What follows belongs to an exercise in optimizing a design on an open flow for small area, a short achievable clock period and few clock cycles; a production flow would make more cautious choices. At most, simulation tests tie the RTL to the original design; equivalence was not proved. The flow treats the clock pin as an ideal source. Dropping or thinning the clock tree relies on that and would not hold on a real chip. Power is estimated from default activity; no workload was simulated.

// daly_rx
module daly_rx (
    input  wire        clk,
    input  wire        rst,
    input  wire        start_valid,
    output wire        start_ready,
    input  wire [7:0]  start_cmd,
    input  wire [7:0]  start_n,
    input  wire        start_w2,
    input  wire [7:0]  start_count,
    input  wire        rx_valid,
    output wire        rx_ready,
    input  wire [7:0]  rx_data,
    input  wire        rx_last,
    input  wire        rx_ctl,
    output wire        item_valid,
    input  wire        item_ready,
    output wire [15:0] item_data,
    output wire        log_valid,
    output wire        log_kind,
    output wire [7:0]  log_a,
    output wire [7:0]  log_b,
    output wire        done,
    output wire [7:0]  done_frames,
    output wire [7:0]  done_items,
    output wire [2:0]  done_detail
);
Size in the first run: roughly 840 cells after synthesis, about 170 flip-flops, roughly 97 I/O pins, about 0.0080 mm2 of cells after synthesis.
==> module daly_rx, before the edit <==
module daly_rx (
    input  wire        clk,
    input  wire        rst,
    input  wire        start_valid,
    output wire        start_ready,
    input  wire [7:0]  start_cmd,
    input  wire [7:0]  start_n,
    input  wire        start_w2,
    input  wire [7:0]  start_count,
    input  wire        rx_valid,
    output wire        rx_ready,
    input  wire [7:0]  rx_data,
    input  wire        rx_last,
    input  wire        rx_ctl,
    output wire        item_valid,
    input  wire        item_ready,
    output wire [15:0] item_data,
    output wire        log_valid,
    output wire        log_kind,
    output wire [7:0]  log_a,
    output wire [7:0]  log_b,
    output wire        done,
    output wire [7:0]  done_frames,
    output wire [7:0]  done_items,
    output wire [2:0]  done_detail
);
    localparam D_NONE      = 3'd0;
    localparam D_READ_ERR  = 3'd1;
    localparam D_NO_DATA   = 3'd2;
    localparam D_SHORT     = 3'd3;
    localparam D_CHECKSUM  = 3'd4;
    localparam D_COMMAND   = 3'd5;
    reg        sr;             
    reg        rdy;            
    reg        rx_on;          
    reg        done_r;
    reg        emit;           
    reg [2:0]  nx;             
    reg [7:0]  x_cmd;
    reg        x_w2;
    reg [7:0]  rem;            
    reg [7:0]  nleft;          
    reg [3:0]  bc;             
    reg [7:0]  d_r;            
    reg        v_r;            
    reg        s_r;            
    reg        k_r;            
    reg [7:0]  sum;            
    reg        cmd_ok;
    reg [7:0]  idx;            
    reg [7:0]  pb [0:6];       
    reg [15:0] itm;            
    reg [7:0]  frames;
    reg [7:0]  series;
    reg [7:0]  la;             
    reg [2:0]  detail;
    reg        log_v;
    reg        log_k;
    assign start_ready = sr;
    assign rx_ready    = rdy;
    assign item_valid  = emit;
    assign item_data   = itm;
    assign log_valid   = log_v;
    assign log_kind    = log_k;
    assign log_a       = la;
    assign log_b       = idx;
    assign done        = done_r;
    assign done_frames = frames;
    assign done_items  = series;
    assign done_detail = detail;
    wire start_take = start_valid && sr;
    wire take  = rx_valid && rdy;
    wire b12   = (bc == 4'd12);
    wire [3:0] bc1 = bc + 4'd1;
    wire short = take && !rx_ctl && !b12 && rx_last;
    wire rx_on_n = rx_on && !(take && (rx_ctl || (b12 ? nleft == 8'd1 : rx_last)));
    wire e_r   = v_r && (bc == 4'd0);      
    wire eq    = (d_r == sum);
    wire more  = (rem != 8'd0);
    wire okf   = e_r && eq && cmd_ok;
    wire lk    = okf && more;
    wire [7:0] frames1 = frames + 8'd1;
    wire mm    = (idx != frames1);
    wire emit_take = emit && item_ready;
    wire last_item = (rem == 8'd1) || (nx == (x_w2 ? 3'd3 : 3'd7));
    wire emit_n    = lk || (emit && !(item_ready && last_item));
    wire fin_n     = !rx_on_n && !emit_n && !take;
    wire [3:0] freed = x_w2 ? {nx, 1'b0} : {1'b0, nx};
    wire stall_n = emit && (b12 || bc >= freed + 4'd4);
    wire [15:0] item_sel = x_w2 ? {pb[{nx[1:0], 1'b0}], pb[{nx[1:0], 1'b1}]}
                                : {{8{pb[nx][7]}}, pb[nx]};
    always @(posedge clk) begin
        if (take)
            bc <= b12 ? 4'd0 : bc1;
        d_r <= take ? rx_data : 8'd0;
        v_r <= !rst && take;
        s_r <= !rst && short;
        k_r <= !rst && take && rx_ctl;
        sum <= (v_r && bc == 4'd1 ? 8'd0 : sum) + d_r;
        if (v_r) begin
            if (bc == 4'd3)
                cmd_ok <= (d_r == x_cmd);
            if (bc == 4'd5)
                idx <= d_r;
            if (bc == 4'd6)  pb[0] <= d_r;
            if (bc == 4'd7)  pb[1] <= d_r;
            if (bc == 4'd8)  pb[2] <= d_r;
            if (bc == 4'd9)  pb[3] <= d_r;
            if (bc == 4'd10) pb[4] <= d_r;
            if (bc == 4'd11) pb[5] <= d_r;
            if (bc == 4'd12) pb[6] <= d_r;
        end
        if (e_r) begin
            nleft <= nleft - 8'd1;
            log_k <= 1'b1;
            if (!eq)
                detail <= D_CHECKSUM;
            else if (!cmd_ok)
                detail <= D_COMMAND;
            else
                frames <= frames1;
        end
        if (k_r)
            detail <= d_r[0] ? D_READ_ERR : D_NO_DATA;
        if (s_r) begin
            log_k  <= 1'b0;
            detail <= D_SHORT;
            idx    <= 8'd0;
        end
        la <= s_r ? {4'd0, bc} : frames1;
        if (!emit || item_ready)
            itm <= item_sel;
        if (!emit)
            nx <= lk ? 3'd1 : 3'd0;
        if (emit_take) begin
            series <= series + 8'd1;
            rem    <= rem - 8'd1;
            nx     <= nx + 3'd1;
        end
        if (start_take) begin
            x_cmd  <= start_cmd;
            x_w2   <= start_w2;
            rem    <= start_count;
            nleft  <= start_n;
            bc     <= 4'd0;
            frames <= 8'd0;
            series <= 8'd0;
            detail <= D_NONE;
        end
    end
    always @(posedge clk) begin
        emit  <= !rst && emit_n;
        log_v <= !rst && (s_r || (lk && mm));
    end
    always @(posedge clk) begin
        if (rst) begin
            sr     <= 1'b1;
            rdy    <= 1'b0;
            rx_on  <= 1'b0;
            done_r <= 1'b0;
        end else begin
            if (start_take) begin
                sr     <= (start_n == 8'd0);
                rdy    <= (start_n != 8'd0);
                rx_on  <= (start_n != 8'd0);
                done_r <= (start_n == 8'd0);
            end else if (!sr) begin
                rx_on  <= rx_on_n;
                rdy    <= rx_on_n && !stall_n;
                done_r <= fin_n;
                sr     <= fin_n;
            end else begin
                done_r <= 1'b0;
            end
        end
    end
endmodule
Settings: LEC_CHECK=0, ABC_AREA=1, CAP_MARGIN=20, CORE_MARGIN=2, CORE_UTILIZATION=55, PLACE_DENSITY=0.65, SETUP_SLACK_MARGIN=4.45, SLEW_MARGIN=20; clock period 6.5 ns.
standard.sh (not shown) runs the stock make flow with config.mk's settings and CLKGATE_MAP_FILE= SYNTH_SCRIPT=/design/flow/synth_recipe.tcl, a recipe that flattens the netlist after the stock synthesis.
==> flow/flow/run.sh <==
#!/bin/bash
# The standard ORFS layout, with two changes: the ports get plain buf_2
# buffers, and the clock tree is built by hand (flow/manual_cts_inv8x8.tcl, run as
# ORFS's PRE_CTS hook) as two levels of clkinv_8 inverters.
set -euo pipefail
here=$(cd "$(dirname "${BASH_SOURCE[0]}")" && pwd)
export BUFFER_PORTS_ARGS="-buffer_cell sky130_fd_sc_hd__buf_2"
export PRE_CTS_TCL="$here/manual_cts_inv8x8.tcl"
bash standard.sh > standard.log 2>&1
Other scripts of this flow, unchanged in this note and not shown: flow/flow/manual_cts_inv8x8.tcl
Testbench counts at the start, summed over its fixed seeds: cycles 56,088.
Then changed:
--- a/flow/design.v
+++ b/flow/design.v
@@ -72,9 +72,10 @@
     wire take  = rx_valid && rdy;
     wire b12   = (bc == 4'd12);
     wire [3:0] bc1 = bc + 4'd1;
     wire short = take && !rx_ctl && !b12 && rx_last;
-    wire rx_on_n = rx_on && !(take && (rx_ctl || (b12 ? nleft == 8'd1 : rx_last)));
+    wire rx_on_n = rx_on && nleft != 8'd0 &&
+                   !(take && (rx_ctl || (b12 ? nleft == 8'd1 : rx_last)));
     wire e_r   = v_r && (bc == 4'd0);      
     wire eq    = (d_r == sum);
     wire more  = (rem != 8'd0);
     wire okf   = e_r && eq && cmd_ok;
@@ -159,12 +160,12 @@
             rx_on  <= 1'b0;
             done_r <= 1'b0;
         end else begin
             if (start_take) begin
-                sr     <= (start_n == 8'd0);
-                rdy    <= (start_n != 8'd0);
-                rx_on  <= (start_n != 8'd0);
-                done_r <= (start_n == 8'd0);
+                sr     <= 1'b0;
+                rdy    <= 1'b1;
+                rx_on  <= 1'b1;
+                done_r <= 1'b0;
             end else if (!sr) begin
                 rx_on  <= rx_on_n;
                 rdy    <= rx_on_n && !stall_n;
                 done_r <= fin_n;
The changed run completed with no timing, DRC or antenna violations.
Power shrinks slightly.
Sequential power is about the same.
Final cell count grows slightly.
Utilization shrinks by 0.79 points.
Cell area shrinks slightly.
Flip-flop and latch count does not change.
Register-to-register slack gets worse by 0.02 ns.
Wire length shrinks by a few percent.
Synthesized area hardly moves.
No functional check of the RTL was part of the second run of this note. In every run of this note, the design's own scripts or RTL, not TritonCTS, make the clock network.

Starting RTL as in the previous note.
Settings: LEC_CHECK=0, ABC_AREA=1, CAP_MARGIN=20, CORE_MARGIN=2, CORE_UTILIZATION=55, PLACE_DENSITY=0.65, SETUP_SLACK_MARGIN=4.4, SLEW_MARGIN=20; clock period 6.5 ns.
==> flow/flow/run.sh <==
#!/bin/bash
# The standard ORFS layout, with two changes: the ports get plain buf_2
# buffers, and the clock tree is built by hand (flow/manual_cts_inv.tcl, run as
# ORFS's PRE_CTS hook) as two levels of clkinv_16 inverters.
set -euo pipefail
here=$(cd "$(dirname "${BASH_SOURCE[0]}")" && pwd)
export BUFFER_PORTS_ARGS="-buffer_cell sky130_fd_sc_hd__buf_2"
export PRE_CTS_TCL="$here/manual_cts_inv.tcl"
bash standard.sh > standard.log 2>&1
Other scripts of this flow, unchanged in this note and not shown: flow/flow/manual_cts_inv.tcl
The starting point produced a clean layout.
Testbench counts at the start, summed over its fixed seeds: cycles 56,088.
Then changed:
--- a/flow/design.v
+++ b/flow/design.v
@@ -38,13 +38,13 @@
     reg [2:0]  nx;             
     reg [7:0]  x_cmd;
     reg        x_w2;
     reg [7:0]  rem;            
     reg [7:0]  nleft;          
     reg [3:0]  bc;             
-    reg [7:0]  d_r;            
+    reg [7:0]  d_r;
     reg        v_r;            
     reg        s_r;            
     reg        k_r;            
     reg [7:0]  sum;            
     reg        cmd_ok;
     reg [7:0]  idx;            
@@ -83,24 +83,27 @@
     wire mm    = (idx != frames1);
     wire emit_take = emit && item_ready;
     wire last_item = (rem == 8'd1) || (nx == (x_w2 ? 3'd3 : 3'd7));
     wire emit_n    = lk || (emit && !(item_ready && last_item));
     wire fin_n     = !rx_on_n && !emit_n && !take;
     wire [3:0] freed = x_w2 ? {nx, 1'b0} : {1'b0, nx};
-    wire stall_n = emit && (b12 || bc >= freed + 4'd4);
-    wire [15:0] item_sel = x_w2 ? {pb[{nx[1:0], 1'b0}], pb[{nx[1:0], 1'b1}]}
+    wire stall_t = emit && !b12 && (bc1 >= freed + 4'd5);
+    wire stall_h = emit && (bc >= freed + 4'd5);
+    wire stall_n = take ? stall_t : stall_h;
+    wire [2:0] sel2 = {nx[1:0], 1'b0};
+    wire [15:0] item_sel = x_w2 ? {pb[sel2], pb[sel2 + 3'd1]}
                                 : {{8{pb[nx][7]}}, pb[nx]};
     always @(posedge clk) begin
         if (take)
             bc <= b12 ? 4'd0 : bc1;
-        d_r <= take ? rx_data : 8'd0;
+        d_r <= rx_data;
         v_r <= !rst && take;
         s_r <= !rst && short;
         k_r <= !rst && take && rx_ctl;
-        sum <= (v_r && bc == 4'd1 ? 8'd0 : sum) + d_r;
         if (v_r) begin
+            sum <= (bc == 4'd1 ? 8'd0 : sum) + d_r;
             if (bc == 4'd3)
                 cmd_ok <= (d_r == x_cmd);
             if (bc == 4'd5)
                 idx <= d_r;
             if (bc == 4'd6)  pb[0] <= d_r;
             if (bc == 4'd7)  pb[1] <= d_r;
Effect: Wire length climbs by a little under a tenth; combinational power drops by a quarter to a third; cell count climbs by a few percent; synthesized area climbs slightly; design area climbs by a few percent; die area climbs slightly; global-route usage climbs by 0.72 points; power drops by a few percent; register-to-register slack hardly moves; clock skew hardly moves.
Testbench counts after the change, summed over its fixed seeds: cycles 56,088.
In every run of this note, the design's own scripts or RTL, not TritonCTS, make the clock network.

Another version of the RTL of daly_rx (not shown whole).
Size in the first run: roughly 790 cells after synthesis, about 97 I/O pins, ~8200 µm² of cells after synthesis.
==> module daly_rx, before the edit <==
module daly_rx (
    input  wire        clk,
    input  wire        rst,
    input  wire        start_valid,
    output wire        start_ready,
    input  wire [7:0]  start_cmd,
    input  wire [7:0]  start_n,
    input  wire        start_w2,
    input  wire [7:0]  start_count,
    input  wire        rx_valid,
    output wire        rx_ready,
    input  wire [7:0]  rx_data,
    input  wire        rx_last,
    input  wire        rx_ctl,
    output wire        item_valid,
    input  wire        item_ready,
    output wire [15:0] item_data,
    output wire        log_valid,
    output wire        log_kind,
    output wire [7:0]  log_a,
    output wire [7:0]  log_b,
    output wire        done,
    output wire [7:0]  done_frames,
    output wire [7:0]  done_items,
    output wire [2:0]  done_detail
);
    localparam D_NONE      = 3'd0;
    localparam D_READ_ERR  = 3'd1;
    localparam D_NO_DATA   = 3'd2;
    localparam D_SHORT     = 3'd3;
    localparam D_CHECKSUM  = 3'd4;
    localparam D_COMMAND   = 3'd5;
    reg        sr;             
    reg        rdy;            
    reg        rx_on;          
    reg        done_r;
    reg        emit;           
    reg [2:0]  ij;             
    reg        inc_e;          
    reg [7:0]  x_cmd;
    reg        x_w2;
    reg [7:0]  rem;            
    reg [7:0]  nleft;          
    reg [3:0]  bc;             
    reg        cmd_ok;
    reg [7:0]  idx;            
    reg [7:0]  pb [0:6];       
    reg [7:0]  d_r;
    reg        v_r;            
    reg        e_r;            
    reg        s_r;            
    reg        k_r;            
    reg [7:0]  sum;            
    reg [15:0] itm;            
    reg [7:0]  frames;
    reg [7:0]  series;
    reg [7:0]  eidx;           
    reg [2:0]  detail;
    reg        log_v;
    reg        log_k;
    assign start_ready = sr;
    assign rx_ready    = rdy;
    assign item_valid  = emit;
    assign item_data   = itm;
    assign log_valid   = log_v;
    assign log_kind    = log_k;
    assign log_a       = eidx;
    assign log_b       = idx;
    assign done        = done_r;
    assign done_frames = frames;
    assign done_items  = series;
    assign done_detail = detail;
    wire start_take = start_valid && sr;
    wire take  = rx_valid && rdy;
    wire dbeat = take && !rx_ctl;
    wire cbeat = take && rx_ctl;
    wire b12   = (bc == 4'd12);
    wire fin_slot = dbeat && b12;
    wire short = dbeat && !b12 && rx_last;
    wire eq    = (d_r == sum);
    wire more  = (rem != 8'd0);
    wire okf   = e_r && eq && cmd_ok;
    wire lk    = okf && more;
    wire mm    = (idx != eidx);
    wire emit_take = emit && item_ready;
    wire last_item = (rem == 8'd1) || (ij == (x_w2 ? 3'd2 : 3'd6));
    wire emit_n    = lk || (emit && !(item_ready && last_item));
    wire rx_on_n   = rx_on && !(cbeat || short || (fin_slot && nleft == 8'd1));
    wire fin_n     = !rx_on_n && !emit_n && !take;
    wire [3:0] freed = x_w2 ? {ij, 1'b1} : {1'b0, ij};
    wire [3:0] bc1   = bc + 4'd1;
    wire stall_t = emit && !b12 && (bc1 >= 4'd5) && (bc1 - 4'd5 > freed);
    wire stall_h = emit && (bc >= 4'd5) && (bc - 4'd5 > freed);
    wire stall_n = dbeat ? stall_t : stall_h;
    wire [2:0] sel = emit ? ij + 3'd1 : 3'd0;
    wire [2:0] sel2 = {sel[1:0], 1'b0};
    wire [15:0] item_sel = x_w2 ? {pb[sel2], pb[sel2 + 3'd1]}
                                : {{8{pb[sel][7]}}, pb[sel]};
    always @(posedge clk) begin
        if (dbeat) begin
            if (bc == 4'd2)
                cmd_ok <= (rx_data == x_cmd);
            if (bc == 4'd4)
                idx <= rx_data;
            if (bc >= 4'd5 && bc <= 4'd11)
                pb[bc - 4'd5] <= rx_data;
            bc <= b12 ? 4'd0 : bc1;
        end
        if (fin_slot)
            nleft <= nleft - 8'd1;
        d_r <= rx_data;
        v_r <= dbeat;
        e_r <= fin_slot;
        s_r <= short;
        k_r <= cbeat;
        if (e_r)
            sum <= 8'd0;
        else if (v_r)
            sum <= sum + d_r;
        if (k_r)
            detail <= d_r[0] ? D_READ_ERR : D_NO_DATA;
        if (e_r) begin
            log_k <= 1'b1;
            if (!eq)
                detail <= D_CHECKSUM;
            else if (!cmd_ok)
                detail <= D_COMMAND;
            else
                frames <= frames + 8'd1;
        end
        if (inc_e)
            eidx <= eidx + 8'd1;
        if (s_r) begin
            detail <= D_SHORT;
            log_k  <= 1'b0;
            eidx   <= {4'd0, bc};
            idx    <= 8'd0;
        end
        if (!emit || item_ready)
            itm <= item_sel;
        if (emit_take) begin
            series <= series + 8'd1;
            rem    <= rem - 8'd1;
            ij     <= ij + 3'd1;
        end
        if (lk)
            ij <= 3'd0;
        if (start_take) begin
            x_cmd  <= start_cmd;
            x_w2   <= start_w2;
            rem    <= start_count;
            nleft  <= start_n;
            bc     <= 4'd0;
            sum    <= 8'd0;
            frames <= 8'd0;
            series <= 8'd0;
            eidx   <= 8'd1;
            detail <= D_NONE;
        end
    end
    always @(posedge clk) begin
        if (rst) begin
            sr     <= 1'b1;
            rdy    <= 1'b0;
            rx_on  <= 1'b0;
            emit   <= 1'b0;
            done_r <= 1'b0;
            log_v  <= 1'b0;
            inc_e  <= 1'b0;
        end else begin
            log_v <= s_r || (lk && mm);
            inc_e <= lk;
            if (start_take) begin
                sr     <= (start_n == 8'd0);
                rdy    <= (start_n != 8'd0);
                rx_on  <= (start_n != 8'd0);
                emit   <= 1'b0;
                done_r <= (start_n == 8'd0);
            end else if (!sr) begin
                rx_on  <= rx_on_n;
                rdy    <= rx_on_n && !stall_n;
                emit   <= emit_n;
                done_r <= fin_n;
                sr     <= fin_n;
            end else begin
                done_r <= 1'b0;
            end
        end
    end
endmodule
Settings: LEC_CHECK=0, CAP_MARGIN=20, CORE_MARGIN=2, CORE_UTILIZATION=40, PLACE_DENSITY=0.6, SETUP_SLACK_MARGIN=3.8, SLEW_MARGIN=20; clock period 6.5 ns.
run.sh (not shown) runs the stock make flow with config.mk's settings and CLKGATE_MAP_FILE= SYNTH_SCRIPT=/design/flow/synth_recipe.tcl, a recipe that flattens the netlist after the stock synthesis.
Stock flow here: none of the scripts above is used.
Rerun with:
--- a/flow/design.v
+++ b/flow/design.v
@@ -41,17 +41,12 @@
     reg        x_w2;
     reg [7:0]  rem;            
     reg [7:0]  nleft;          
     reg [3:0]  bc;             
+    reg [7:0]  sum;            
     reg        cmd_ok;
     reg [7:0]  idx;            
     reg [7:0]  pb [0:6];       
-    reg [7:0]  d_r;
-    reg        v_r;            
-    reg        e_r;            
-    reg        s_r;            
-    reg        k_r;            
-    reg [7:0]  sum;            
     reg [15:0] itm;            
     reg [7:0]  frames;
     reg [7:0]  series;
     reg [7:0]  eidx;           
@@ -76,18 +71,18 @@
     wire cbeat = take && rx_ctl;
     wire b12   = (bc == 4'd12);
     wire fin_slot = dbeat && b12;
     wire short = dbeat && !b12 && rx_last;
-    wire eq    = (d_r == sum);
+    wire eq    = (rx_data == sum);
     wire more  = (rem != 8'd0);
-    wire okf   = e_r && eq && cmd_ok;
+    wire okf   = fin_slot && eq && cmd_ok;
     wire lk    = okf && more;
     wire mm    = (idx != eidx);
     wire emit_take = emit && item_ready;
     wire last_item = (rem == 8'd1) || (ij == (x_w2 ? 3'd2 : 3'd6));
     wire emit_n    = lk || (emit && !(item_ready && last_item));
     wire rx_on_n   = rx_on && !(cbeat || short || (fin_slot && nleft == 8'd1));
-    wire fin_n     = !rx_on_n && !emit_n && !take;
+    wire fin_n     = !rx_on_n && !emit_n;
     wire [3:0] freed = x_w2 ? {ij, 1'b1} : {1'b0, ij};
     wire [3:0] bc1   = bc + 4'd1;
     wire stall_t = emit && !b12 && (bc1 >= 4'd5) && (bc1 - 4'd5 > freed);
     wire stall_h = emit && (bc >= 4'd5) && (bc - 4'd5 > freed);
@@ -97,62 +92,52 @@
     wire [15:0] item_sel = x_w2 ? {pb[sel2], pb[sel2 + 3'd1]}
                                 : {{8{pb[sel][7]}}, pb[sel]};
     always @(posedge clk) begin
         if (dbeat) begin
+            sum <= (bc == 4'd0 ? 8'd0 : sum) + rx_data;
             if (bc == 4'd2)
                 cmd_ok <= (rx_data == x_cmd);
             if (bc == 4'd4)
                 idx <= rx_data;
             if (bc >= 4'd5 && bc <= 4'd11)
                 pb[bc - 4'd5] <= rx_data;
             bc <= b12 ? 4'd0 : bc1;
         end
-        if (fin_slot)
+        if (!emit || item_ready)
+            itm <= item_sel;
+        if (inc_e)
+            eidx <= eidx + 8'd1;
+        if (emit_take) begin
+            series <= series + 8'd1;
+            rem    <= rem - 8'd1;
+            ij     <= ij + 3'd1;
+        end
+        if (lk)
+            ij <= 3'd0;
+        if (cbeat)
+            detail <= rx_data[0] ? D_READ_ERR : D_NO_DATA;
+        if (fin_slot) begin
             nleft <= nleft - 8'd1;
-        d_r <= rx_data;
-        v_r <= dbeat;
-        e_r <= fin_slot;
-        s_r <= short;
-        k_r <= cbeat;
-        if (e_r)
-            sum <= 8'd0;
-        else if (v_r)
-            sum <= sum + d_r;
-        if (k_r)
-            detail <= d_r[0] ? D_READ_ERR : D_NO_DATA;
-        if (e_r) begin
             log_k <= 1'b1;
             if (!eq)
                 detail <= D_CHECKSUM;
             else if (!cmd_ok)
                 detail <= D_COMMAND;
             else
                 frames <= frames + 8'd1;
         end
-        if (inc_e)
-            eidx <= eidx + 8'd1;
-        if (s_r) begin
+        if (short) begin
             detail <= D_SHORT;
             log_k  <= 1'b0;
-            eidx   <= {4'd0, bc};
+            eidx   <= {4'd0, bc1};
             idx    <= 8'd0;
         end
-        if (!emit || item_ready)
-            itm <= item_sel;
-        if (emit_take) begin
-            series <= series + 8'd1;
-            rem    <= rem - 8'd1;
-            ij     <= ij + 3'd1;
-        end
-        if (lk)
-            ij <= 3'd0;
         if (start_take) begin
             x_cmd  <= start_cmd;
             x_w2   <= start_w2;
             rem    <= start_count;
             nleft  <= start_n;
             bc     <= 4'd0;
-            sum    <= 8'd0;
             frames <= 8'd0;
             series <= 8'd0;
             eidx   <= 8'd1;
             detail <= D_NONE;
@@ -167,9 +152,9 @@
             done_r <= 1'b0;
             log_v  <= 1'b0;
             inc_e  <= 1'b0;
         end else begin
-            log_v <= s_r || (lk && mm);
+            log_v <= short || (lk && mm);
             inc_e <= lk;
             if (start_take) begin
                 sr     <= (start_n == 8'd0);
                 rdy    <= (start_n != 8'd0);
Area after synthesis goes down by 2.7%.
Global-route usage goes up by 0.36 points.
Wire length goes down by 3.8%.
Sequential cell count goes down by 12.
Clock skew is about the same.
Setup slack loses 0.050 ns.
Non-clock buffer count goes up by 8.
No run of this note included a check of the RTL's function; only the layout flow was run.

## separate check: timing with driven ports
No port has a modelled driver above. Below, the same layouts with a new extraction and two added sets of constraints. Step 1 assumes that a clkbuf_16 drives the clock port and a buf_2 every other input. Step 2 times the ports against the registers' clock, not the clock port: input delays grow and output delays shrink by t, the midpoint of the rising clock arrivals with the driver on. Slacks: ideal ports / drivers / drivers and shift; pairs: ideal ports / drivers.
run	t (ns)	setup WS [ns]	worst hold slack (ns)	slew at the worst register clock pin (ns)	cell pins on the clock port's net
the first run of note 1	0.286	4.405 / 4.277 / 4.243	0.460 / 0.461 / 0.461	0.09 / 0.09	4
the second run of note 1	0.292	4.412 / 4.321 / 4.233	0.471 / 0.471 / 0.471	0.08 / 0.08	4
the first run of note 2	0.349	4.384 / 4.245 / 4.215	0.476 / 0.476 / 0.476	0.06 / 0.06	4
the second run of note 2	0.347	4.371 / 4.201 / 4.213	0.452 / 0.453 / 0.453	0.06 / 0.06	4
the first run of note 3	0.462	3.839 / 3.798 / 3.458	0.479 / 0.479 / 0.479	0.07 / 0.07	1
the second run of note 3	0.472	3.789 / 3.787 / 3.335	0.498 / 0.498 / 0.498	0.07 / 0.07	1
After both steps setup and hold are still met in every run listed. The setup slack of the second run of note 3, which loses most, moves by -0.002 ns with the drivers and by -0.454 ns with both steps.
